What follows belongs to an exercise in optimizing a design on an open flow for small area, a short achievable clock period and few clock cycles per item; a production flow would make more cautious choices.
Only simulation tests tie the RTL to the original design; equivalence was not proved.
Power is estimated from default activity; no workload was simulated.

<file path="design/flow/design.v">
module rh_crc_step (
    input  wire [15:0] crc_in,
    input  wire [7:0]  data,
    output wire [15:0] crc_out
);
    reg [15:0] c;
    integer i;
    always @(*) begin
        c = crc_in ^ {8'h00, data};
        for (i = 0; i < 8; i = i + 1)
            c = c[0] ? ((c >> 1) ^ 16'h8408) : (c >> 1);
    end
    assign crc_out = c;
endmodule
module rh_framer (
    input  wire       clk,
    input  wire       rst,
    input  wire       cmd_valid,
    input  wire [7:0] cmd_data,
    input  wire       cmd_last,
    output wire       cmd_ready,
    output wire       rsp_valid,
    output wire [7:0] rsp_data,
    output wire       rsp_last,
    input  wire       rsp_ready
);
    localparam [7:0] DLE = 8'h10, STX = 8'h02, ETX = 8'h03;
    localparam [7:0] OP_SYS_RESET  = 8'h80, OP_CRC_UPDATE = 8'h81, OP_RX_BYTE   = 8'h82,
                     OP_RX_RESET   = 8'h83, OP_TX_ENCODE  = 8'h84, OP_DD_CHECK  = 8'h85,
                     OP_DD_FILTER  = 8'h86, OP_CFG_SETADDR = 8'h87, OP_CFG_GETADDR = 8'h88,
                     OP_CFG_SETPROM = 8'h89;
    localparam [2:0] RX_IDLE = 3'd0, RX_SAWLEAD = 3'd1, RX_INDATA = 3'd2,
                     RX_SAWDLE = 3'd3, RX_WAITHI = 3'd4, RX_WAITLO = 3'd5;
    localparam [1:0] K_SIMPLE = 2'd0, K_RXF = 2'd1, K_TX = 2'd2;
    localparam integer NB = 3;               
    localparam integer N  = 1 << NB;
    localparam integer R  = 256 / N;
    localparam integer QB = 3;               
    localparam integer QD = 1 << QB;
    reg       f0, f1;                        
    reg       rdy;
    reg [8:0] ib0, ib1;                      
    wire      ipush = cmd_valid & rdy;
    wire      ipop;
    assign cmd_ready = rdy;
    wire f1_n = (f1 && !ipop) || (f0 && !f1 && ipush && !ipop);
    always @(posedge clk) begin
        if (rst) begin
            f0  <= 1'b0;
            f1  <= 1'b0;
            rdy <= 1'b1;
        end else begin
            f0  <= f1 || ipush || (f0 && !ipop);
            f1  <= f1_n;
            rdy <= !f1_n;
        end
    end
    always @(posedge clk) begin
        if (!f0 || (!f1 && ipop))
            ib0 <= {cmd_last, cmd_data};
        else if (ipop)
            ib0 <= ib1;
        if (!f1)
            ib1 <= {cmd_last, cmd_data};
    end
    wire [7:0] hd = ib0[7:0];
    wire       hl = ib0[8];
    reg [7:0]  this_address;
    reg        promiscuous;
    reg [2:0]  rxs;
    reg [6:0]  rx_len;
    reg [15:0] rx_fcs;
    reg [7:0]  rx_hi;
    reg [7:0]  rx_to;                        
    reg [6:0] cnt;                           
    reg [7:0] rem;                           
    reg       over;                          
    reg       badop;
    reg       cdone;                         
    reg       cok;                           
    reg       o_sr, o_crc, o_rx, o_rr, o_tx, o_ddc, o_ddf, o_sa, o_ga, o_sp;
    reg [7:0] b1, b2, b3;
    reg       f7;                            
    reg       c_toaddr, c_tobc;              
    reg       c_ddacc;                       
    reg       c_rxapp;                       
    reg       np;                            
    reg [7:0] tL;                            
    reg [5:0] tpn;                           
    reg [6:0] wpt, wpc, rpt;                 
    reg       pfull;                         
    wire ex;                                 
    assign ipop = f0 && (!cdone || ex) && !(np && pfull);
    wire take = ipop;
    reg op_known;
    reg [7:0] op_rem;
    always @(*) begin
        op_known = 1'b1;
        case (hd)
            OP_SYS_RESET, OP_RX_RESET, OP_CFG_GETADDR:  op_rem = 8'd0;
            OP_RX_BYTE, OP_CFG_SETADDR, OP_CFG_SETPROM: op_rem = 8'd1;
            OP_DD_CHECK:   op_rem = 8'd2;
            OP_CRC_UPDATE: op_rem = 8'd3;
            OP_DD_FILTER:  op_rem = 8'd4;
            OP_TX_ENCODE:  op_rem = 8'd5;
            default: begin op_rem = 8'd0; op_known = 1'b0; end
        endcase
    end
    wire first = (cnt == 7'd0);
    wire tx_n  = o_tx && (cnt == 7'd5);      
    reg  last_ok;
    always @(*) begin
        if (first)
            last_ok = op_known && (op_rem == 8'd0);
        else if (tx_n)
            last_ok = (hd == 8'd0);
        else
            last_ok = !badop && !over && (rem == 8'd1);
    end
    wire [6:0] cnt_n  = (cnt == 7'd127) ? cnt : cnt + 7'd1;
    wire       np_n   = !hl && (first ? (hd == OP_TX_ENCODE)
                                      : (o_tx && cnt_n != 7'd5 && cnt_n < 7'd66));
    always @(posedge clk) begin
        if (rst) begin
            cnt   <= 7'd0;
            cdone <= 1'b0;
            np    <= 1'b0;
        end else begin
            if (take) begin
                cnt <= hl ? 7'd0 : cnt_n;
                np  <= np_n;
            end
            if (take && hl)
                cdone <= 1'b1;
            else if (ex)
                cdone <= 1'b0;
        end
    end
    always @(posedge clk) begin
        if (take) begin
            if (first) begin
                o_sr  <= (hd == OP_SYS_RESET);
                o_crc <= (hd == OP_CRC_UPDATE);
                o_rx  <= (hd == OP_RX_BYTE);
                o_rr  <= (hd == OP_RX_RESET);
                o_tx  <= (hd == OP_TX_ENCODE);
                o_ddc <= (hd == OP_DD_CHECK);
                o_ddf <= (hd == OP_DD_FILTER);
                o_sa  <= (hd == OP_CFG_SETADDR);
                o_ga  <= (hd == OP_CFG_GETADDR);
                o_sp  <= (hd == OP_CFG_SETPROM);
                rem   <= op_rem;
                over  <= 1'b0;
                badop <= !op_known;
                tL    <= 8'd10;
                tpn   <= 6'd0;
            end else begin
                if (tx_n)
                    rem <= hd;
                else if (rem == 8'd0)
                    over <= 1'b1;
                else
                    rem <= rem - 8'd1;
            end
            if (cnt == 7'd1) begin if (o_ddf) b3 <= hd; else b1 <= hd; end
            if (cnt == 7'd2) begin if (o_ddf) b1 <= hd; else b2 <= hd; end
            if (cnt == 7'd3) begin if (o_ddf) b2 <= hd; else b3 <= hd; end
            if (np && cnt >= 7'd6) begin
                tpn <= tpn + 6'd1;
                tL  <= tL + ((hd == DLE) ? 8'd2 : 8'd1);
            end
            if (hl) begin
                cok      <= last_ok;
                f7       <= hd[7];
                c_toaddr <= (b3 == this_address);
                c_tobc   <= (b3 == 8'hFF);
                c_ddacc  <= !first && last_ok && (o_ddc || (o_ddf && !hd[7] && b3 == this_address));
                c_rxapp  <= !first && last_ok && o_rx && !(rx_len == 7'd64) &&
                            ((rxs == RX_INDATA && hd != DLE) || (rxs == RX_SAWDLE && hd == DLE));
            end
        end
    end
    reg  [5:0] rt;
    wire [5:0] rt1 = rt + 6'd1;
    always @(posedge clk) begin
        if (rst) rt <= 6'd0;
        else     rt <= rt1;
    end
    reg [3:0]   tp_v;
    reg [5:0]   tp_s [0:3];
    reg [7:0]   tp_d [0:3];
    wire [1:0]  tka   = rt1[1:0];
    wire        tw_v  = tp_v[tka];
    wire [5:0]  tw_p  = rt1 - tp_s[tka];
    wire [7:0]  tw_d  = tp_d[tka];
    wire        tpush = take && np;
    always @(posedge clk) begin
        if (rst)
            tp_v <= 4'd0;
        else begin
            if (tw_v)  tp_v[tka] <= 1'b0;
            if (tpush) tp_v[wpt[1:0]] <= 1'b1;
        end
        if (tpush) begin
            tp_s[wpt[1:0]] <= wpt[5:0];
            tp_d[wpt[1:0]] <= hd;
        end
    end
    reg [511:0] tring, tring_n;
    integer ti;
    always @(*) begin
        tring_n = {tring[503:0], tring[511:504]};
        for (ti = 0; ti < 16; ti = ti + 1)
            if (tw_v && tw_p[5:2] == ti) tring_n[32*ti +: 8] = tw_d;
    end
    always @(posedge clk) tring <= tring_n;
    reg [QB:0] qcnt;
    reg        qfull, qne;
    wire [7:0] dd_from = b1;
    wire [7:0] dd_id   = b2;
    wire [NB-1:0] ph = rt[NB-1:0];           
    reg  [NB:0]   clr;                       
    reg           clearing;
    reg           al;                        
    wire [7:0]    nexts [0:R-1];             
    reg  [7:0]    dd_old;                    
    wire          dd_new = (dd_old != dd_id);
    always @(posedge clk)
        dd_old <= nexts[dd_from[7:NB]];
    always @(posedge clk)
        al <= (rt1[NB-1:0] == dd_from[NB-1:0]);
    reg  [1:0] rxf_cnt;                      
    reg        rxok;                         
    reg  [2:0] sph;
    reg  [6:0] ssc;
    localparam [2:0] P_ST = 3'd0, P_D1 = 3'd1, P_D2 = 3'd2, P_STX = 3'd3,
                     P_HDR = 3'd4, P_PAY = 3'd5, P_TRL = 3'd6, P_BUF = 3'd7;
    always @(posedge clk)
        rxok <= (rxf_cnt == 2'd0) || (rxf_cnt == 2'd1 && sph == P_BUF && ssc > rx_len);
    assign ex = cdone && !qfull && !(c_ddacc && (clearing || !al)) && !(c_rxapp && !rxok);
    wire   exo = ex && cok;
    wire [15:0] crc_op_res;
    rh_crc_step u_crc_op (.crc_in({b1, b2}), .data(b3), .crc_out(crc_op_res));
    wire [15:0] rx_fcs_app, rx_fcs_dle, rx_fcs_etx;
    rh_crc_step u_crc_rx  (.crc_in(rx_fcs),     .data(b1),  .crc_out(rx_fcs_app));
    rh_crc_step u_crc_rx1 (.crc_in(rx_fcs),     .data(DLE), .crc_out(rx_fcs_dle));
    rh_crc_step u_crc_rx2 (.crc_in(rx_fcs_dle), .data(ETX), .crc_out(rx_fcs_etx));
    wire rx_match = ({rx_hi, b1} == rx_fcs) && (rx_len >= 7'd4) &&
                    (promiscuous || rx_to == this_address || rx_to == 8'hFF);
    wire rx_emit = (rxs == RX_WAITLO) && rx_match;
    reg [1:0] dk;
    reg       derr;
    reg [1:0] dnb;
    reg [7:0] dd1, dd2;
    always @(*) begin
        dk = K_SIMPLE; derr = 1'b0; dnb = 2'd0; dd1 = 8'h00; dd2 = 8'h00;
        if (!cok) begin
            derr = 1'b1;
        end else if (o_crc) begin
            dnb = 2'd2; dd1 = crc_op_res[15:8]; dd2 = crc_op_res[7:0];
        end else if (o_rx) begin
            dnb = 2'd1;
            if (rx_emit) begin dk = K_RXF; dd1 = {1'b0, rx_len}; end
        end else if (o_tx) begin
            dk = K_TX; dd1 = tL; dd2 = {2'b00, tpn};
        end else if (o_ddc) begin
            dnb = 2'd1; dd1 = {7'd0, dd_new};
        end else if (o_ddf) begin
            dnb = 2'd1;
            if (f7)            dd1 = 8'h00;
            else if (c_toaddr) dd1 = dd_new ? 8'h01 : 8'h02;
            else if (c_tobc)   dd1 = 8'h03;
            else               dd1 = 8'h04;
        end else if (o_ga) begin
            dnb = 2'd1; dd1 = this_address;
        end
    end
    wire do_sys_reset = exo && o_sr;
    always @(posedge clk) begin
        if (rst || do_sys_reset) begin
            this_address <= 8'h00;
            promiscuous  <= 1'b0;
        end else if (exo) begin
            if (o_sa) this_address <= b1;
            if (o_sp) promiscuous  <= b1[0];
        end
    end
    always @(posedge clk) begin
        if (rst) begin
            clr      <= N[NB:0];
            clearing <= 1'b1;
        end else begin
            if (do_sys_reset) begin
                clr      <= N[NB:0];
                clearing <= 1'b1;
            end else if (clearing) begin
                clr      <= clr - 1'b1;
                clearing <= (clr != 1);
            end
        end
    end
    reg            gw_v;
    reg [7-NB:0]   gw_r;
    reg [7:0]      gw_d;
    always @(posedge clk) begin
        gw_v <= exo && c_ddacc;
        gw_r <= dd_from[7:NB];
        gw_d <= dd_id;
    end
    genvar gr;
    generate
        for (gr = 0; gr < R; gr = gr + 1) begin : g_ring
            reg [8*N-1:0] ring;
            wire wr = clearing || (gw_v && gw_r == gr);
            wire [7:0] p0 = ring[7:0];
            assign nexts[gr] = ring[8*N-9 -: 8];
            always @(posedge clk)
                ring <= {ring[8*N-9:8], (wr ? (clearing ? 8'h00 : gw_d) : p0), ring[8*N-1 -: 8]};
        end
    endgenerate
    wire rx_step = exo && o_rx;
    reg [1:0]  rp_v;
    reg [5:0]  rp_s [0:1];
    reg [7:0]  rp_d [0:1];
    wire       rw0  = rp_v[0] && (rp_s[0][1:0] == rt1[1:0]);
    wire       rw1  = rp_v[1] && (rp_s[1][1:0] == rt1[1:0]);
    wire       rw_v = rw0 || rw1;
    wire [5:0] rw_p = rt1 - (rw1 ? rp_s[1] : rp_s[0]);
    wire [7:0] rw_d = rw1 ? rp_d[1] : rp_d[0];
    wire       rapp = rx_step && c_rxapp;
    always @(posedge clk) begin
        if (rst)
            rp_v <= 2'd0;
        else begin
            if (rw0)  rp_v[0] <= 1'b0;
            if (rw1)  rp_v[1] <= 1'b0;
            if (rapp) rp_v[rx_len[0]] <= 1'b1;
        end
        if (rapp) begin
            rp_s[rx_len[0]] <= rx_len[5:0];
            rp_d[rx_len[0]] <= b1;
        end
        if (rapp && rx_len == 7'd0)
            rx_to <= b1;
    end
    reg [511:0] rring, rring_n;
    integer ri;
    always @(*) begin
        rring_n = {rring[503:0], rring[511:504]};
        for (ri = 0; ri < 16; ri = ri + 1)
            if (rw_v && rw_p[5:2] == ri) rring_n[32*ri +: 8] = rw_d;
    end
    always @(posedge clk) rring <= rring_n;
    always @(posedge clk) begin
        if (rx_step) begin
            case (rxs)
                RX_SAWLEAD: if (b1 == STX) rx_fcs <= 16'hFFFF;
                RX_INDATA:  if (c_rxapp) rx_fcs <= rx_fcs_app;
                RX_SAWDLE:  if (b1 == ETX) rx_fcs <= rx_fcs_etx;
                            else if (c_rxapp) rx_fcs <= rx_fcs_app;
                RX_WAITHI:  rx_hi <= b1;
                default: ;
            endcase
        end
    end
    always @(posedge clk) begin
        if (rst || do_sys_reset || (exo && o_rr)) begin
            rxs    <= RX_IDLE;
            rx_len <= 7'd0;
        end else if (rx_step) begin
            if (c_rxapp) rx_len <= rx_len + 7'd1;
            case (rxs)
                RX_IDLE:    if (b1 == DLE) rxs <= RX_SAWLEAD;
                RX_SAWLEAD: if (b1 == STX) begin
                                rx_len <= 7'd0;
                                rxs    <= RX_INDATA;
                            end else begin
                                rxs <= RX_IDLE;
                            end
                RX_INDATA:  if (b1 == DLE) rxs <= RX_SAWDLE;
                RX_SAWDLE:  if (b1 == ETX) rxs <= RX_WAITHI;
                            else if (b1 == DLE) rxs <= RX_INDATA;
                            else rxs <= RX_IDLE;
                RX_WAITHI:  rxs <= RX_WAITLO;
                RX_WAITLO:  begin
                                rx_len <= 7'd0;
                                rxs    <= RX_IDLE;
                            end
                default:    rxs <= RX_IDLE;
            endcase
        end
    end
    always @(posedge clk) begin
        if (rst) begin
            wpt <= 7'd0;
            wpc <= 7'd0;
        end else if (ex) begin
            if (cok && o_tx)
                wpc <= wpt;
            else
                wpt <= wpc;
        end else if (take && np) begin
            wpt <= wpt + 7'd1;
        end
        pfull <= !rst && ((wpt - rpt) >= 7'd63);
    end
    reg [20:0]   dq [0:QD-1];
    reg [QB-1:0] qw, qr;
    wire         qpop;
    always @(posedge clk) begin
        if (ex) dq[qw] <= {dk, derr, dnb, dd1, dd2};
    end
    wire [QB:0] qinc = qcnt + 1'b1;
    wire [QB:0] qdec = qcnt - 1'b1;
    always @(posedge clk) begin
        if (rst) begin
            qw    <= {QB{1'b0}};
            qr    <= {QB{1'b0}};
            qcnt  <= {(QB+1){1'b0}};
            qfull <= 1'b0;
            qne   <= 1'b0;
        end else begin
            if (ex)   qw <= qw + 1'b1;
            if (qpop) qr <= qr + 1'b1;
            if (ex && !qpop) begin
                qcnt  <= qinc;
                qfull <= qinc[QB];
                qne   <= 1'b1;
            end else if (!ex && qpop) begin
                qcnt  <= qdec;
                qfull <= 1'b0;
                qne   <= (qdec != 0);
            end
        end
    end
    wire [20:0] qh   = dq[qr];
    reg        cv;                           
    reg [1:0]  ck;
    reg        cerr;
    reg [1:0]  cnb;
    reg [7:0]  cd1, cd2;
    reg [6:0]  clen1;                        
    reg [5:0]  cpn1;                         
    reg        cpz;                          
    reg        v0, v1;                       
    reg [8:0]  o0, o1;                       
    wire       adv = cv && !v1 && !(sph == P_BUF && !br_al) &&
                     !((sph == P_HDR || sph == P_PAY) && !pv0);
    reg        sdup;
    reg [15:0] scrc;
    reg  [2:0] pcnt;
    reg  [7:0] pq0, pq1, pq2, pq3;
    wire       pv0    = (pcnt != 3'd0);
    wire [5:0] fr_p   = rt - rpt[5:0];
    wire       favail = (rpt != wpc);        
    wire       fpush  = favail && !pcnt[2] && (fr_p[1:0] == 2'd3) &&
                        !(tp_v[rpt[1:0]] && tp_s[rpt[1:0]] == rpt[5:0]);
    wire [7:0] fnext  = tring[32*fr_p[5:2] + 24 +: 8];
    wire       fpop;
    wire [7:0] fbyte  = pq0;
    wire [5:0] br_p  = rt - ssc[5:0];        
    wire       br_al = (br_p[1:0] == 2'd3);
    wire [7:0] rbyte = rring[32*br_p[5:2] + 24 +: 8];
    reg [7:0] sb;                            
    reg       sl;                            
    reg       spop;                          
    reg       scu;                           
    always @(*) begin
        sb = 8'h00; sl = 1'b0; spop = 1'b0; scu = 1'b0;
        case (sph)
            P_ST: begin
                sb = cerr ? 8'hE0 : 8'h00;
                sl = (ck == K_SIMPLE) && (cnb == 2'd0);
            end
            P_D1: begin
                sb = (ck == K_RXF) ? 8'h01 : cd1;
                sl = (ck == K_SIMPLE) && (cnb == 2'd1);
            end
            P_D2: begin
                sb = cd2;
                sl = (ck == K_SIMPLE);
            end
            P_STX: sb = STX;
            P_HDR: begin sb = fbyte; spop = 1'b1; scu = 1'b1; end
            P_PAY: begin
                sb = fbyte;
                if (!(fbyte == DLE && !sdup)) begin spop = 1'b1; scu = 1'b1; end
            end
            P_TRL: begin
                case (ssc[1:0])
                    2'd0: begin sb = DLE; scu = 1'b1; end
                    2'd1: begin sb = ETX; scu = 1'b1; end
                    2'd2: sb = scrc[15:8];
                    default: begin sb = scrc[7:0]; sl = 1'b1; end
                endcase
            end
            default: begin  
                sb = rbyte;
                sl = (ssc == clen1);
            end
        endcase
    end
    wire [15:0] scrc_next;
    rh_crc_step u_crc_s (.crc_in(scrc), .data(sb), .crc_out(scrc_next));
    wire sfin = adv && sl;                   
    wire ld   = qne && (!cv || sfin);        
    assign qpop = ld;
    assign fpop = adv && spop;
    wire [2:0] pidx = pcnt - {2'b00, fpop};    
    always @(posedge clk) begin
        if (rst) begin
            rpt  <= 7'd0;
            pcnt <= 3'd0;
        end else begin
            if (fpush) rpt <= rpt + 7'd1;
            pcnt <= pcnt + {2'b00, fpush} - {2'b00, fpop};
        end
        pq0 <= (fpush && pidx == 3'd0) ? fnext : fpop ? pq1 : pq0;
        pq1 <= (fpush && pidx == 3'd1) ? fnext : fpop ? pq2 : pq1;
        pq2 <= (fpush && pidx == 3'd2) ? fnext : fpop ? pq3 : pq2;
        pq3 <= (fpush && pidx == 3'd3) ? fnext : pq3;
    end
    always @(posedge clk) begin
        if (ld) begin
            ck    <= qh[20:19];
            cerr  <= qh[18];
            cnb   <= qh[17:16];
            cd1   <= qh[15:8];
            cd2   <= (qh[20:19] == K_SIMPLE) ? qh[7:0] :
                     (qh[20:19] == K_RXF) ? (qh[15:8] - 8'd4) : DLE;
            clen1 <= qh[14:8] - 7'd1;
            cpn1  <= qh[5:0] - 6'd1;
            cpz   <= (qh[5:0] == 6'd0);
        end
    end
    always @(posedge clk) begin
        if (rst) begin
            cv   <= 1'b0;
            sph  <= P_ST;
            ssc  <= 7'd0;
            sdup <= 1'b0;
        end else begin
            if (ld)
                cv <= 1'b1;
            else if (sfin)
                cv <= 1'b0;
            if (adv) begin
                if (sl) begin
                    sph  <= P_ST;
                    ssc  <= 7'd0;
                    sdup <= 1'b0;
                end else begin
                    case (sph)
                        P_ST:  sph <= P_D1;
                        P_D1:  sph <= P_D2;
                        P_D2:  sph <= (ck == K_RXF) ? P_BUF : P_STX;
                        P_STX: sph <= P_HDR;
                        P_HDR: begin
                            if (ssc[1:0] == 2'd3) begin
                                ssc <= 7'd0;
                                sph <= cpz ? P_TRL : P_PAY;
                            end else
                                ssc <= ssc + 7'd1;
                        end
                        P_PAY: begin
                            if (spop) begin
                                sdup <= 1'b0;
                                if (ssc[5:0] == cpn1) begin
                                    ssc <= 7'd0;
                                    sph <= P_TRL;
                                end else
                                    ssc <= ssc + 7'd1;
                            end else
                                sdup <= 1'b1;
                        end
                        default: ssc <= ssc + 7'd1;    
                    endcase
                end
            end
        end
    end
    always @(posedge clk) begin
        if (adv) begin
            if (sph == P_STX)
                scrc <= 16'hFFFF;
            else if (scu)
                scrc <= scrc_next;
        end
    end
    always @(posedge clk) begin
        if (rst)
            rxf_cnt <= 2'd0;
        else
            rxf_cnt <= rxf_cnt + {1'b0, (rx_step && rx_emit)}
                               - {1'b0, (sfin && ck == K_RXF)};
    end
    wire [8:0] snew = {sl, sb};
    always @(posedge clk) begin
        if (rst) begin
            v0 <= 1'b0;
            v1 <= 1'b0;
        end else if (v0 && rsp_ready) begin
            v0 <= v1 || adv;
            v1 <= 1'b0;
        end else begin
            v0 <= v0 || adv;
            v1 <= v1 || (v0 && adv);
        end
    end
    always @(posedge clk) begin
        if (v0 && rsp_ready)
            o0 <= v1 ? o1 : snew;
        else if (!v0)
            o0 <= snew;
        if (!v1)
            o1 <= snew;
    end
    assign rsp_valid = v0;
    assign rsp_data  = o0[7:0];
    assign rsp_last  = o0[8];
endmodule
</file>
<file path="design/flow/flow/run.sh">
#!/bin/bash
# Layout flow: the standard flow (standard synthesis, floorplan, placement,
# CTS, routing, finish) unchanged, except that timing repair aims at a setup
# slack of 6.5 ns, i.e. it keeps optimising paths longer than 3.5 ns although
# the 10 ns clock constraint is already met. Constraints are the standard flow's.
set -euo pipefail
export SETUP_SLACK_MARGIN=6.5
bash standard.sh synth > synth.log 2>&1
bash standard.sh finish > layout.log 2>&1
</file>
<file path="design/flow/standard.sh">
#!/bin/bash
# synth_recipe.tcl (not shown) runs the flow's synth.tcl, then flattens the netlist and writes it again
# the make line also repeats each setting of config.mk as NAME=value (left out here)
make -C /OpenROAD-flow-scripts/flow DESIGN_CONFIG=/design/flow/config.mk WORK_HOME=/design/flow/orfs CLKGATE_MAP_FILE= SYNTH_SCRIPT=/design/flow/synth_recipe.tcl "${@:-finish}"
</file>
<file path="design/flow/config.mk">
export PLATFORM = sky130hd
export DESIGN_NAME = rh_framer
export DESIGN_NICKNAME = rh_framer
export VERILOG_FILES = /design/flow/design.v
export SDC_FILE = /design/flow/constraint.sdc
export NUM_CORES = 4
export LEC_CHECK = 0
export CAP_MARGIN = 20
export CORE_MARGIN = 2
export CORE_UTILIZATION = 50
export CTS_CLUSTER_DIAMETER = 60
export CTS_CLUSTER_SIZE = 25
export PLACE_DENSITY = 0.6
export SLEW_MARGIN = 20
</file>
<file path="design/flow/constraint.sdc">
create_clock -name core_clock -period 10.0 [get_ports {clk}]
set_input_delay 2.0000 -clock core_clock [delete_from_list [all_inputs] [get_ports {clk}]]
set_output_delay 2.0000 -clock core_clock [all_outputs]
set_load 0.01 [all_outputs]
</file>
==> results.cfg, run 1 <==
[detailed_routing]
via_per_inst = 5.186
dr.pass1.iters = 7
drt_iter0_drc = 3822
ant_nets = 0
drc = 0
wl_per_cell_um = 22.86
wirelength_mm = 228.7
vias = 51880

[die]
io_pins = 24
die_w_um = 456.6
die_y_um = 456.6
placementRows = 166
core_area_mm2 = 0.2042
dieArea_mm2 = 0.2085
floorplan.initialDensity = 0.5017

[yosys]
synth_fp_nets = 7119
avgSynthCellArea_um2 = 14.58
synth_compound_area_frac = 0.04099
synth_xor_area_frac = 0.02314
ys_warn_count = 2
synth_top_family_by_area = multiplexers
netlist_area_mm2 = 0.1024
async_flop_share = 0
synthAdderAreaFrac = 0.01038
synth-seq-cells = 3669
yosys.area_share.simple = 0.06035
synth_edf_count = 458
ys_dominant_reg_cell = dfxtp_1
synth-seq-area-share = 0.7618
synthMuxAreaShare = 0.08812
synth_cell_types = 99
syn_inst = 7024

[min_path]
min_path_type = reg -> reg

[setup_path]
max_stage_delay_ps = 500
crit_slowest_cell = or4_4
critPathMaxFanout = 7
end_kind = flip-flop
crit_chain = inv_8, ha_4, inv_2, fa_2, buf_6, xnor2_4, buf_12, buf_16, or4_4, nand4_1, a41oi_2, xnor2_2, xnor3_2, mux2i_1
cp-start-kind = flip-flop
arrival_ps = 4190
crit_type = reg -> reg
critPathRequiredTime_ps = 10590

[sta]
rsz0062_at_grt = true
fin_skew_ps = 35.27
period_needed_ps = 3595
setup_viol = 0
clock.fmax_mhz = 278.1
whs_ps = 296.9
max_slew_margin = 0.2523
period_share = 0.3595
worstMarginPinSlew_ps = 1113
drv_slew = 0
tns_ps = 0
hold_violations = 0

[clock_network]
path_clk_slew_ps = 90
cts-root-buf = clkbuf_16
clock_latency_ps = 870
ctsHoldBuffers = 0
cts_tree = done
clock_sinks = 3669
cts_made_buffers = 192
cts_max_path_buffers = 3
htree_levels = 4

[grt]
antenna_found_initial = 3
track_usage = 0.2157
grt_pass1_vias = 50670
grt_max_degree = 77
grt_pass1_wl_mm = 336.3
gr-total-overflow = 0

[cells_and_area]
layout.nets = 7304
drive_above_1_share = 0.1627
area_growth_pct = 11.98

[pwr]
pwr-share-seq = 0.602
switchingPower_mw = 5.759
power_frac_comb = 0.054
power.leakage_nw = 43.26
vdd_drop_max_uv = 201.9
clkPwrFrac = 0.344
power_density_mw_per_mm2 = 220.4
p_int_mw = 19.52
swShare = 0.2278

[placement]
gp_congestion = 0.8564
io_buffers = 23
dp_hpwl_mm = 145.5

[status]
status = no timing/DRC/antenna violations

[flow_run]
maxCapViolCount = 0
Yosys cell counts (28+ instances only):
library cell  instances  share of area
a22o_1               28         0.0024
mux4_2               96          0.021
nor2b_1              70         0.0043
xnor2_1             156          0.013
ha_1                 77         0.0094
edfxtp_1            458           0.13
a22oi_1              57         0.0042
mux2i_1             293          0.029
clkbuf_1            205         0.0075
nand3_1             137         0.0067
o21ai_0              98         0.0048
nor3_1               45         0.0022
inv_1               129         0.0047
a221oi_1             48         0.0041
nand2_1             293          0.011
and3_1               42         0.0026
a21oi_1             164         0.0080
o211ai_1             30         0.0022
nand4_1              91         0.0056
mux2_2              335          0.037
xor2_1               86         0.0074
nor2_1              457          0.017
dfxtp_1            3211           0.63
timing repair:
item                       CTS  global route
buffers inserted            87            35
cloned                      14             5
pin swaps                   49            32
resized for setup          207            94
setup endpoints to repair  569           344
state kept, by name, indices dropped and copies added (netlist names), 9 cells and up, named ones only:
name / flops
tp_d: 32
tring: 512
rring: 512
scrc: 16
g_ring.ring: 2048
ib0: 9
tp_s: 24
rp_s: 12
rp_d: 16
rx_fcs: 16
dq: 168
ib1: 9
o0: 9
o1: 9
logic make-up (layout without fill, tap and decap cells):
logic type / count (synthesis) / in the layout
other: 0 / 3
AO/OA/AOI/OAI: 608 / 610
buffers and inverters: 386 / 671
XOR/XNOR: 254 / 254
adder cells (fa/ha/maj): 82 / 82
multiplexers: 732 / 732
flip-flops: 3669 / 3669
AND/OR/NAND/NOR: 1293 / 1295
final cells by class:
class                   count  area (um^2)
diodes                      3        7.507
clock buffers             222         5116
fillers                 16370        89470
inverters                 129        508.0
clock inverters            76         1025
multi-input cells        2973        24050
flip-flops and latches   3669        78090
repair buffers            244         2540
well taps                2688         3363
worst paths after layout:
path	end	start	slack [ps]	cells past startpoint
max reg2reg	scrc[8]$_SDFFCE_PP1P_	rt[0]$_SDFF_PP0_	6400	14
min reg2reg	g_ring[7].ring[18]$_DFF_P_	g_ring[7].ring[10]$_DFF_P_	300	0
min	g_ring[7].ring[18]$_DFF_P_	g_ring[7].ring[10]$_DFF_P_	300	0
max	scrc[8]$_SDFFCE_PP1P_	rt[0]$_SDFF_PP0_	6400	14
through the flow:
stage,setup slack [ps],cells,power (mW),util,instance area (um^2)
after floorplan,6468,7024,16.30,-,102600
after global placement,4891,9562,16.72,0.5188,105900
after detailed placement,4726,9562,16.74,0.5188,105900
after CTS,6446,9961,25.44,0.5577,113900
after global routing,6322,10000,26.14,0.5618,114700
final,6405,10000,25.28,0.5618,114700
worst max-delay path: cells and delay by family (launching register included):
kind	cells	cell delay, ps
fa+ha+maj	2	590
xor+xnor	3	780
mux	1	140
compound gates	1	220
buf+inv	5	570
simple gates	2	620
flops	1	390
power by group through the flow:
stage / combinational, mW / clock [mW] / sequential [mW]
floorplan: 0.829 / 0 / 15.5
global placement: 1.15 / 0 / 15.6
detailed placement: 1.17 / 0 / 15.6
CTS: 1.31 / 8.91 / 15.2
global route: 1.46 / 9.43 / 15.2
finish: 1.35 / 8.70 / 15.2
per-layer routing:
metal	GRT usage	part of all wire
met5	0	0
met3	0.02684	0.039
met1	0.3024	0.46
met4	0.06854	0.033
met2	0.3493	0.47
cells in the final DEF (no fill, tap or decap), types with 14 or more instances in the layout:
| master | synthesis | routed |
|---|---|---|
| a211oi_1 | 25 | 21 |
| a21o_1 | 19 | 17 |
| a21oi_1 | 164 | 162 |
| a221oi_1 | 48 | 43 |
| a22o_1 | 28 | 28 |
| a22oi_1 | 57 | 55 |
| a31oi_1 | 20 | 18 |
| and2_1 | 16 | 14 |
| and3_1 | 42 | 41 |
| buf_12 | 0 | 23 |
| buf_4 | 4 | 162 |
| buf_6 | 8 | 19 |
| clkbuf_1 | 205 | 18 |
| clkbuf_16 | 0 | 204 |
| clkinv_8 | 0 | 16 |
| dfxtp_1 | 3211 | 3185 |
| dfxtp_2 | 0 | 18 |
| edfxtp_1 | 458 | 458 |
| ha_1 | 77 | 71 |
| inv_1 | 129 | 123 |
| inv_6 | 0 | 15 |
| mux2_2 | 335 | 311 |
| mux2_4 | 1 | 26 |
| mux2i_1 | 293 | 283 |
| mux4_2 | 96 | 99 |
| nand2_1 | 293 | 282 |
| nand2b_1 | 18 | 15 |
| nand3_1 | 137 | 127 |
| nand4_1 | 91 | 91 |
| nor2_1 | 457 | 430 |
| nor2_2 | 1 | 24 |
| nor2b_1 | 70 | 68 |
| nor3_1 | 45 | 34 |
| nor4_1 | 25 | 22 |
| o211ai_1 | 30 | 30 |
| o21ai_0 | 98 | 90 |
| o221ai_1 | 23 | 21 |
| xnor2_1 | 156 | 144 |
| xor2_1 | 86 | 83 |
Testbench counts, summed over its fixed seeds: cycles 45,306, items 12,000.
==> run 2, diff against run 1 <==
--- a/design/flow/design.v
+++ b/design/flow/design.v
@@ -187,12 +187,21 @@
         else     rt <= rt1;
     end
     reg [3:0]   tp_v;
-    reg [5:0]   tp_s [0:3];
+    reg [3:0]   tp_s [0:3];                  
     reg [7:0]   tp_d [0:3];
     wire [1:0]  tka   = rt1[1:0];
     wire        tw_v  = tp_v[tka];
-    wire [5:0]  tw_p  = rt1 - tp_s[tka];
-    wire [7:0]  tw_d  = tp_d[tka];
+    wire [5:0]  tw_p  = rt1 - {tp_s[tka], tka};
+    reg         twq_v;                       
+    reg  [3:0]  twq_m;
+    reg  [5:0]  twq_s;
+    reg  [7:0]  twq_d;
+    always @(posedge clk) begin
+        twq_v <= !rst && tw_v;
+        twq_m <= tw_p[5:2];
+        twq_s <= {tp_s[tka], tka};
+        twq_d <= tp_d[tka];
+    end
     wire        tpush = take && np;
     always @(posedge clk) begin
         if (rst)
@@ -202,7 +211,7 @@
             if (tpush) tp_v[wpt[1:0]] <= 1'b1;
         end
         if (tpush) begin
-            tp_s[wpt[1:0]] <= wpt[5:0];
+            tp_s[wpt[1:0]] <= wpt[5:2];
             tp_d[wpt[1:0]] <= hd;
         end
     end
@@ -211,7 +220,7 @@
     always @(*) begin
         tring_n = {tring[503:0], tring[511:504]};
         for (ti = 0; ti < 16; ti = ti + 1)
-            if (tw_v && tw_p[5:2] == ti) tring_n[32*ti +: 8] = tw_d;
+            if (twq_v && twq_m == ti) tring_n[32*ti + 8 +: 8] = twq_d;
     end
     always @(posedge clk) tring <= tring_n;
     reg [QB:0] qcnt;
@@ -320,13 +329,20 @@
     endgenerate
     wire rx_step = exo && o_rx;
     reg [1:0]  rp_v;
-    reg [5:0]  rp_s [0:1];
+    reg [4:0]  rp_s [0:1];                   
     reg [7:0]  rp_d [0:1];
-    wire       rw0  = rp_v[0] && (rp_s[0][1:0] == rt1[1:0]);
-    wire       rw1  = rp_v[1] && (rp_s[1][1:0] == rt1[1:0]);
+    wire       rw0  = rp_v[0] && ({rp_s[0][0], 1'b0} == rt1[1:0]);
+    wire       rw1  = rp_v[1] && ({rp_s[1][0], 1'b1} == rt1[1:0]);
     wire       rw_v = rw0 || rw1;
-    wire [5:0] rw_p = rt1 - (rw1 ? rp_s[1] : rp_s[0]);
-    wire [7:0] rw_d = rw1 ? rp_d[1] : rp_d[0];
+    wire [5:0] rw_p = rt1 - (rw1 ? {rp_s[1], 1'b1} : {rp_s[0], 1'b0});
+    reg        rwq_v;                        
+    reg  [3:0] rwq_m;
+    reg  [7:0] rwq_d;
+    always @(posedge clk) begin
+        rwq_v <= !rst && rw_v;
+        rwq_m <= rw_p[5:2];
+        rwq_d <= rw1 ? rp_d[1] : rp_d[0];
+    end
     wire       rapp = rx_step && c_rxapp;
     always @(posedge clk) begin
         if (rst)
@@ -337,7 +353,7 @@
             if (rapp) rp_v[rx_len[0]] <= 1'b1;
         end
         if (rapp) begin
-            rp_s[rx_len[0]] <= rx_len[5:0];
+            rp_s[rx_len[0]] <= rx_len[5:1];
             rp_d[rx_len[0]] <= b1;
         end
         if (rapp && rx_len == 7'd0)
@@ -348,7 +364,7 @@
     always @(*) begin
         rring_n = {rring[503:0], rring[511:504]};
         for (ri = 0; ri < 16; ri = ri + 1)
-            if (rw_v && rw_p[5:2] == ri) rring_n[32*ri +: 8] = rw_d;
+            if (rwq_v && rwq_m == ri) rring_n[32*ri + 8 +: 8] = rwq_d;
     end
     always @(posedge clk) rring <= rring_n;
     always @(posedge clk) begin
@@ -407,8 +423,10 @@
     reg [20:0]   dq [0:QD-1];
     reg [QB-1:0] qw, qr;
     wire         qpop;
+    wire         byp;                        
+    wire         qpush = ex && !byp;
     always @(posedge clk) begin
-        if (ex) dq[qw] <= {dk, derr, dnb, dd1, dd2};
+        if (qpush) dq[qw] <= {dk, derr, dnb, dd1, dd2};
     end
     wire [QB:0] qinc = qcnt + 1'b1;
     wire [QB:0] qdec = qcnt - 1'b1;
@@ -420,13 +438,13 @@
             qfull <= 1'b0;
             qne   <= 1'b0;
         end else begin
-            if (ex)   qw <= qw + 1'b1;
+            if (qpush) qw <= qw + 1'b1;
             if (qpop) qr <= qr + 1'b1;
-            if (ex && !qpop) begin
+            if (qpush && !qpop) begin
                 qcnt  <= qinc;
                 qfull <= qinc[QB];
                 qne   <= 1'b1;
-            end else if (!ex && qpop) begin
+            end else if (!qpush && qpop) begin
                 qcnt  <= qdec;
                 qfull <= 1'b0;
                 qne   <= (qdec != 0);
@@ -451,16 +469,17 @@
     reg  [2:0] pcnt;
     reg  [7:0] pq0, pq1, pq2, pq3;
     wire       pv0    = (pcnt != 3'd0);
-    wire [5:0] fr_p   = rt - rpt[5:0];
+    reg  [5:0] fd;                           
     wire       favail = (rpt != wpc);        
-    wire       fpush  = favail && !pcnt[2] && (fr_p[1:0] == 2'd3) &&
-                        !(tp_v[rpt[1:0]] && tp_s[rpt[1:0]] == rpt[5:0]);
-    wire [7:0] fnext  = tring[32*fr_p[5:2] + 24 +: 8];
+    wire       fpush  = favail && !pcnt[2] && (fd[1:0] == 2'd3) &&
+                        !(tp_v[rpt[1:0]] && tp_s[rpt[1:0]] == rpt[5:2]) &&
+                        !(twq_v && twq_s == rpt[5:0]);
+    wire [7:0] fnext  = tring[32*fd[5:2] + 24 +: 8];
     wire       fpop;
     wire [7:0] fbyte  = pq0;
-    wire [5:0] br_p  = rt - ssc[5:0];        
-    wire       br_al = (br_p[1:0] == 2'd3);
-    wire [7:0] rbyte = rring[32*br_p[5:2] + 24 +: 8];
+    reg  [5:0] bd;                           
+    wire       br_al = (bd[1:0] == 2'd3);
+    wire [7:0] rbyte = rring[32*bd[5:2] + 24 +: 8];
     reg [7:0] sb;                            
     reg       sl;                            
     reg       spop;                          
@@ -500,19 +519,30 @@
             end
         endcase
     end
+    wire [7:0]  scd = (sph == P_TRL) ? (ssc[0] ? ETX : DLE) : fbyte;
     wire [15:0] scrc_next;
-    rh_crc_step u_crc_s (.crc_in(scrc), .data(sb), .crc_out(scrc_next));
+    rh_crc_step u_crc_s (.crc_in(scrc), .data(scd), .crc_out(scrc_next));
+    always @(posedge clk) begin
+        if (sph != P_BUF)
+            bd <= rt1;
+        else if (!adv)
+            bd <= bd + 6'd1;
+    end
     wire sfin = adv && sl;                   
     wire ld   = qne && (!cv || sfin);        
+    assign byp  = ex && !qne && (!cv || sfin);
     assign qpop = ld;
+    wire [20:0] src = ld ? qh : {dk, derr, dnb, dd1, dd2};
     assign fpop = adv && spop;
     wire [2:0] pidx = pcnt - {2'b00, fpop};    
     always @(posedge clk) begin
         if (rst) begin
             rpt  <= 7'd0;
+            fd   <= 6'd0;
             pcnt <= 3'd0;
         end else begin
             if (fpush) rpt <= rpt + 7'd1;
+            fd   <= fpush ? fd : fd + 6'd1;
             pcnt <= pcnt + {2'b00, fpush} - {2'b00, fpop};
         end
         pq0 <= (fpush && pidx == 3'd0) ? fnext : fpop ? pq1 : pq0;
@@ -521,16 +551,16 @@
         pq3 <= (fpush && pidx == 3'd3) ? fnext : pq3;
     end
     always @(posedge clk) begin
-        if (ld) begin
-            ck    <= qh[20:19];
-            cerr  <= qh[18];
-            cnb   <= qh[17:16];
-            cd1   <= qh[15:8];
-            cd2   <= (qh[20:19] == K_SIMPLE) ? qh[7:0] :
-                     (qh[20:19] == K_RXF) ? (qh[15:8] - 8'd4) : DLE;
-            clen1 <= qh[14:8] - 7'd1;
-            cpn1  <= qh[5:0] - 6'd1;
-            cpz   <= (qh[5:0] == 6'd0);
+        if (ld || byp) begin
+            ck    <= src[20:19];
+            cerr  <= src[18];
+            cnb   <= src[17:16];
+            cd1   <= src[15:8];
+            cd2   <= (src[20:19] == K_SIMPLE) ? src[7:0] :
+                     (src[20:19] == K_RXF) ? (src[15:8] - 8'd4) : DLE;
+            clen1 <= src[14:8] - 7'd1;
+            cpn1  <= src[5:0] - 6'd1;
+            cpz   <= (src[5:0] == 6'd0);
         end
     end
     always @(posedge clk) begin
@@ -540,7 +570,7 @@
             ssc  <= 7'd0;
             sdup <= 1'b0;
         end else begin
-            if (ld)
+            if (ld || byp)
                 cv <= 1'b1;
             else if (sfin)
                 cv <= 1'b0;
==> run 2 against run 1 <==
Sequential cell count grew 34. Count of clock-buffer cells in the layout grew 3. Global-route usage shrank 1.1 points. Clock power shrank 2%. Critical path type unchanged. Largest cell class unchanged.
==> results.cfg, run 2 <==
[cells_and_area]
mostFrequentLayoutCells = dfxtp_1 (3230), edfxtp_1 (454), nor2_1 (410), mux2_2 (340), nand2_1 (251)
layout.nets = 6892
stdcell_count = 9577
fin_util = 0.5513
mostFrequentLayoutCell = dfxtp_1
regMostFlops = g_ring.ring
reg_top3 = g_ring.ring x2048, rring x512, tring x512
largest_reg_flops = 2048
area_growth_pct = 9.902
drive_above_1_share = 0.1463

[grt]
grt_max_degree = 169
grt_pass1_wl_mm = 315.2
track_usage = 0.2048
antenna_found_initial = 2
gr-total-overflow = 0
grt_pass1_vias = 48030

[clock_network]
cts_tree = done
path_clk_slew_ps = 90
cts-root-buf = clkbuf_16
cts_made_buffers = 189
htree_levels = 4
clock_sinks = 3703
cts_max_path_buffers = 3
clock_latency_ps = 880

[detailed_routing]
route.met3.wl_mm = 7.927
wl_per_cell_um = 22.06
top_layer = met4
vias = 48670
via_per_inst = 5.082
wl_met1_mm = 98.28
drt_iter0_drc = 3658
wl_met2_mm = 99.64
dr.pass1.iters = 5
wirelength_mm = 211.2
drc = 0
ant_nets = 0

[yosys]
synth_fp_nets = 6782
netlist_area_mm2 = 0.1012
ys_warn_count = 2
synth_xor_area_frac = 0.02270
synth_compound_area_frac = 0.03398
async_flop_share = 0
synth_cell_types = 84
synth_most_common_cell = dfxtp_1
ys_dominant_reg_cell = dfxtp_1
yosys.area_share.simple = 0.05025
synth-seq-area-share = 0.7776
syn_inst = 6696
yosys.area.top_type = dfxtp_1
avgSynthCellArea_um2 = 15.11
synth_edf_count = 454
synthAdderAreaFrac = 0.009250
synthMuxAreaShare = 0.09397
synth_top_area_frac = 0.6428
yosys-top-cells-area = dfxtp_1 (64%), edfxtp_1 (13%), mux2_2 (3.8%), mux4_2 (3.1%), mux2i_1 (2.5%)
synthTopCellsByCount = dfxtp_1 (3249), edfxtp_1 (454), nor2_1 (444), mux2_2 (340), nand2_1 (254)
synth_top_family_by_area = multiplexers
synth-seq-cells = 3703

[sta]
period_needed_ps = 3515
clock.fmax_mhz = 284.5
drv_slew = 0
fin_skew_ps = 52.70
worstMarginPinSlew_ps = 1128
period_share = 0.3515
tns_ps = 0
rsz0062_at_grt = true
hold_violations = 0
setup_viol = 0
max_slew_margin = 0.2475

[setup_path]
arrival_ps = 4100
crit_buf_inv = 3
crit_type = reg -> reg
crit_slowest_cell = or4b_4
critPathMaxFanout = 3
max_stage_delay_ps = 540
cp-start-kind = flip-flop
end_kind = flip-flop
critPathRequiredTime_ps = 10590
crit_chain = buf_6, xor2_1, or4b_1, or4_4, or4b_4, a31oi_4, inv_1, ha_2, inv_2, o31a_1, a22oi_1, or2_2
critical_path.top_delay_family = simple AND/OR/NAND/NOR gates

[status]
status = no timing/DRC/antenna violations

[pwr]
power_density_mw_per_mm2 = 226.9
power.leakage_nw = 41.79
vdd_drop_max_uv = 217.2

[die]
die_w_um = 453.9
io_pins = 24
die_y_um = 453.9
placementRows = 165
dieArea_mm2 = 0.2060
core_area_mm2 = 0.2017
floorplan.initialDensity = 0.5017

[flow_run]
maxCapViolCount = 0

[placement]
dp_hpwl_mm = 134.7
io_buffers = 23
gp_congestion = 0.8527
dp.cells = 9252

[min_path]
min_path_type = reg -> reg
[run 2: changes by cell type after synthesis, sizes merged, moves of 20 or more]
cell / before / now
inv: 129 / 82
nand2: 299 / 254
nand4: 91 / 46
nor2b: 70 / 25
mux2i: 295 / 252
mux4: 100 / 140
dfxtp: 3211 / 3249
o21ai: 101 / 67
nand3: 139 / 113
buf: 52 / 31
and3: 42 / 22
[run 2: report_power, final]
part / total (mW) / internal, mW / leakage, nW / switching (mW)
Combinational: 1.24 / 0.469 / 8.51 / 0.773
Sequential: 15.5 / 15.3 / 30.4 / 0.206
Clock: 8.53 / 3.84 / 2.87 / 4.69
[run 2: what timing repair did]
action,4_1_cts,5_1_grt
hold buffers,0,0
resized for setup,69,26
pin swaps,10,8
buffers inserted,25,8
gates cloned,1,0
endpoints found under the setup margin,209,168
[run 2: cell families after synthesis]
kind of cell | Yosys count
muxes | 732
AOI/OAI and AO/OA | 510
DFF | 3703
adders and majority gates | 73
buffers and inverters | 320
xor gates and xnor gates | 259
and+or+nand+nor | 1099
[run 2: worst reg2reg max path: stages (launching register included)]
cell and delay [ps]:
edfxtp_1 420, buf_6 150, xor2_1 160, or4b_1 470, or4_4 520, or4b_4 540, a31oi_4 160, inv_1 60
ha_2 180, inv_2 70, o31a_1 140, a22oi_1 60, or2_2 290
[run 2: layer usage]
metal / vias up / global-route usage
met4: 0 / 0.05705
met1: 24360 / 0.2857
li1: 23120 / -
met3: 294 / 0.02742
met5: - / 0
met2: 896 / 0.3357
[run 2: worst paths after layout]
| kind | start | end | slack (ps) | depth (start not counted) |
|---|---|---|---|---|
| worst min register to register | g_ring[6].ring[39]$_DFF_P_ | g_ring[6].ring[47]$_DFF_P_ | 290 | 0 |
| worst min-delay path | g_ring[6].ring[39]$_DFF_P_ | g_ring[6].ring[47]$_DFF_P_ | 290 | 0 |
| worst max-delay path | b1[4]$_DFFE_PP_ | cd2[4]$_DFFE_PP_ | 6490 | 12 |
| worst max register to register | b1[4]$_DFFE_PP_ | cd2[4]$_DFFE_PP_ | 6490 | 12 |
[run 2: cell type report]
type                       count  area, um^2
antenna                        2       5.005
inverter                      84       331.6
clock buffer                 225        5042
clock inverter                63       863.3
multi-input combinational   2674       21670
timing repair buffer         154        1241
sequential                  3703       78710
fill                       16230       90500
tap                         2672        3343
[run 2: metrics by stage]
step                      cell area (um^2)  total power, mW  setup WS (ps)  hold slack (ps)
after floorplan                     101200            16.52           6389            309.6
after global placement              104800            16.98           6062            309.5
after detailed placement            104800            17.00           5831            312.1
after CTS                           111000            25.42           6423            305.0
after global routing                111200            26.11           6375            312.2
final                               111200            25.23           6485            290.2
Testbench counts of run 2, summed over its fixed seeds: cycles 45,188, items 12,000.
==> run 3, diff against run 2 <==
--- a/design/flow/design.v
+++ b/design/flow/design.v
@@ -496,7 +496,7 @@
                 sl = (ck == K_SIMPLE) && (cnb == 2'd1);
             end
             P_D2: begin
-                sb = cd2;
+                sb = (ck == K_SIMPLE) ? cd2 : (ck == K_RXF) ? (cd1 - 8'd4) : DLE;
                 sl = (ck == K_SIMPLE);
             end
             P_STX: sb = STX;
@@ -556,11 +556,12 @@
             cerr  <= src[18];
             cnb   <= src[17:16];
             cd1   <= src[15:8];
-            cd2   <= (src[20:19] == K_SIMPLE) ? src[7:0] :
-                     (src[20:19] == K_RXF) ? (src[15:8] - 8'd4) : DLE;
-            clen1 <= src[14:8] - 7'd1;
-            cpn1  <= src[5:0] - 6'd1;
-            cpz   <= (src[5:0] == 6'd0);
+            cd2   <= src[7:0];
+        end
+        if (sph != P_BUF) clen1 <= cd1[6:0] - 7'd1;
+        if (sph != P_PAY) begin
+            cpn1 <= cd2[5:0] - 6'd1;
+            cpz  <= (cd2[5:0] == 6'd0);
         end
     end
     always @(posedge clk) begin
--- a/design/flow/config.mk
+++ b/design/flow/config.mk
@@ -8,7 +8,7 @@
 export CAP_MARGIN = 20
 export CORE_MARGIN = 2
 export CORE_UTILIZATION = 50
-export CTS_CLUSTER_DIAMETER = 60
-export CTS_CLUSTER_SIZE = 25
+export CTS_CLUSTER_DIAMETER = 80
+export CTS_CLUSTER_SIZE = 30
 export PLACE_DENSITY = 0.6
 export SLEW_MARGIN = 20
==> run 3 against run 2 <==
Combinational power fell by 11%. Global-route usage rose by 0.41 points. Critical path depth fell by 11. First-iteration DRC count rose by 11%. Clock skew fell by 9.6 ps. Largest power group unchanged.
==> results.cfg, run 3 <==
[yosys]
synthTopCellsByCount = dfxtp_1 (3249), edfxtp_1 (454), nor2_1 (446), mux2_2 (322), nand2_1 (283)
ys_dominant_reg_cell = dfxtp_1
synth_edf_count = 454
yosys.area.top_type = dfxtp_1
synth_fp_nets = 6862
syn_inst = 6774
synth_top_area_frac = 0.6412
synth-seq-cells = 3703
avgSynthCellArea_um2 = 14.97
netlist_area_mm2 = 0.1014
async_flop_share = 0
ys_warn_count = 2
yosys-top-cells-area = dfxtp_1 (64%), edfxtp_1 (13%), mux2_2 (3.6%), mux4_2 (3.1%), mux2i_1 (2.4%)
synth_most_common_cell = dfxtp_1
synth-seq-area-share = 0.7756
synth_cell_types = 86

[cells_and_area]
area_growth_pct = 8.427
mostFrequentLayoutCell = dfxtp_1
regMostFlops = g_ring.ring
largest_reg_flops = 2048
layout.nets = 6899
reg_top3 = g_ring.ring x2048, rring x512, tring x512
mostFrequentLayoutCells = dfxtp_1 (3230), edfxtp_1 (454), nor2_1 (423), mux2_2 (322), nand2_1 (279)
drive_above_1_share = 0.1283

[clock_network]
cts_tree = done
clock_latency_ps = 840
path_clk_slew_ps = 100
cts-root-buf = clkbuf_16
htree_levels = 4
ctsHoldBuffers = 0
cts_max_path_buffers = 3
cts_made_buffers = 158
clock_sinks = 3703

[die]
die_y_um = 454.4
dieArea_mm2 = 0.2065
core_area_mm2 = 0.2019
placementRows = 165
die_w_um = 454.4
floorplan.initialDensity = 0.5024
io_pins = 24

[sta]
period_share = 0.3414
period_needed_ps = 3414
setup_viol = 0
drv_slew = 0
worstMarginPinSlew_ps = 1140
tns_ps = 0
whs_ps = 300.3
max_slew_margin = 0.2377
rsz0062_at_grt = true
fin_skew_ps = 43.11
clock.fmax_mhz = 292.9
hold_violations = 0

[setup_path]
crit_buf_inv = 1
crit_chain = clkdlybuf4s15_2
critPathMaxFanout = 1
critPathRequiredTime_ps = 8000
crit_slowest_cell = edfxtp_1
arrival_ps = 1410
critical_path.top_delay_family = flip-flops
max_stage_delay_ps = 370
crit_type = reg -> out
end_kind = primary output
cp-start-kind = flip-flop

[min_path]
min_path_type = reg -> reg

[grt]
gr-total-overflow = 0
grt_max_degree = 79
track_usage = 0.2089
antenna_found_initial = 4
grt_pass1_wl_mm = 319.7
grt_pass1_vias = 47640

[detailed_routing]
drc = 0
wirelength_mm = 216.2
drt_iter0_drc = 4074
ant_nets = 0
wl_per_cell_um = 22.62
vias = 48910
dr.pass1.iters = 6
via_per_inst = 5.119

[placement]
gp_congestion = 0.9580
dp_hpwl_mm = 143.8
io_buffers = 23

[pwr]
fin_total_pwr_mw = 24.36
power_density_mw_per_mm2 = 221.4
power.leakage_nw = 41.14
vdd_drop_max_uv = 179.8

[flow_run]
maxCapViolCount = 0

[status]
status = no timing/DRC/antenna violations
run 3: cell type report:
cell class	count	area [um^2]
Antenna cell	1	2.502
Tap cell	2672	3343
Clock inverter	52	775.7
Fill cell	16420	91920
Clock buffer	178	4145
Timing Repair Buffer	122	989.7
Inverter	86	322.8
Sequential cell	3703	78710
Multi-Input combinational cell	2740	21700
run 3: final timing paths:
| kind | from | end | slack, ps | cells past startpoint |
|---|---|---|---|---|
| min reg2reg | tring[373]$_DFF_P_ | tring[381]$_DFF_P_ | 300 | 0 |
| max | o0[4]$_DFFE_PP_ | rsp_data[4] | 6590 | 1 |
| max reg2reg | b1[6]$_DFFE_PP_ | cd1[1]$_DFFE_PP_ | 6630 | 8 |
| min | tring[373]$_DFF_P_ | tring[381]$_DFF_P_ | 300 | 0 |
run 3: layer usage:
metal  global-route usage  vias to the layer above  share of wire
met4              0.07130                        0          0.036
met1               0.2871                    24290           0.45
met3              0.02586                      345          0.041
met5                    0                        -              0
met2               0.3429                     1133           0.47
li1                     -                    23140              -
run 3: through the flow:
stage          std cells  setup slack [ps]  instance area [um^2]  utilization
6_report            9554              6586                110000       0.5447
5_1_grt             9554              6463                110000       0.5447
4_1_cts             9550              6169                109900       0.5443
3_5_place_dp        9316              6115                104900       0.5197
3_3_place_gp        9313              6013                104900       0.5194
2_1_floorplan       6774              6494                101500            -
run 3: cells by family (layout without fill, tap and decap cells):
kind of cell	Yosys count	in the layout	share of synthesized area
xor gates and xnor gates	258	258	0.02235
muxes	726	726	0.09285
DFF	3703	3703	0.7756
buffers and inverters	332	438	0.01304
AOI/OAI and AO/OA	528	528	0.03415
adders and majority gates	75	75	0.009473
other	0	1	0
and+or+nand+nor	1152	1153	0.05254
run 3: repair_timing:
action	in CTS	in global routing
cloned	1	0
gates resized for setup	47	16
endpoints found under the setup margin	177	123
buffers inserted	3	3
pin swaps	3	1
run 3: where the power goes:
part           total [mW]  internal, mW  switching [mW]  leakage, nW
Combinational        1.10         0.409           0.690         8.28
Clock                7.75          3.21            4.53         2.39
Sequential           15.5          15.3           0.240         30.5
Testbench counts of run 3, summed over its fixed seeds: cycles 45,188, items 12,000.

==> port drivers added, routing unchanged <==
The flow's constraints put no driver on any port. The routed layouts listed below were extracted and timed again, unchanged, in two steps.
Step 1 sets driving cells, clkbuf_16 on the clock port and buf_2 on the other inputs (assumed; they add their load-dependent delay and slew).
Step 2, shift: input delay + t, output delay - t, t = (earliest + latest rising clock arrival at the registers) / 2. This alone moves slack from input paths to output paths.
Three values: no drivers, after step 1, after step 2; two values: the first two.
| run | t, ns | slack for setup (ns) | pins driven straight from the clock port |
|---|---|---|---|
| run 1 | 0.938 | 6.405 / 6.405 / 6.100 | 1 |
| run 2 | 0.936 | 6.485 / 6.485 / 6.411 | 1 |
| run 3 | 0.911 | 6.586 / 6.498 / 6.348 | 1 |
After both steps every run listed still meets setup and hold. For run 1, which loses most, drivers alone change the setup slack by 0.000 ns; drivers and shift together by -0.305 ns.
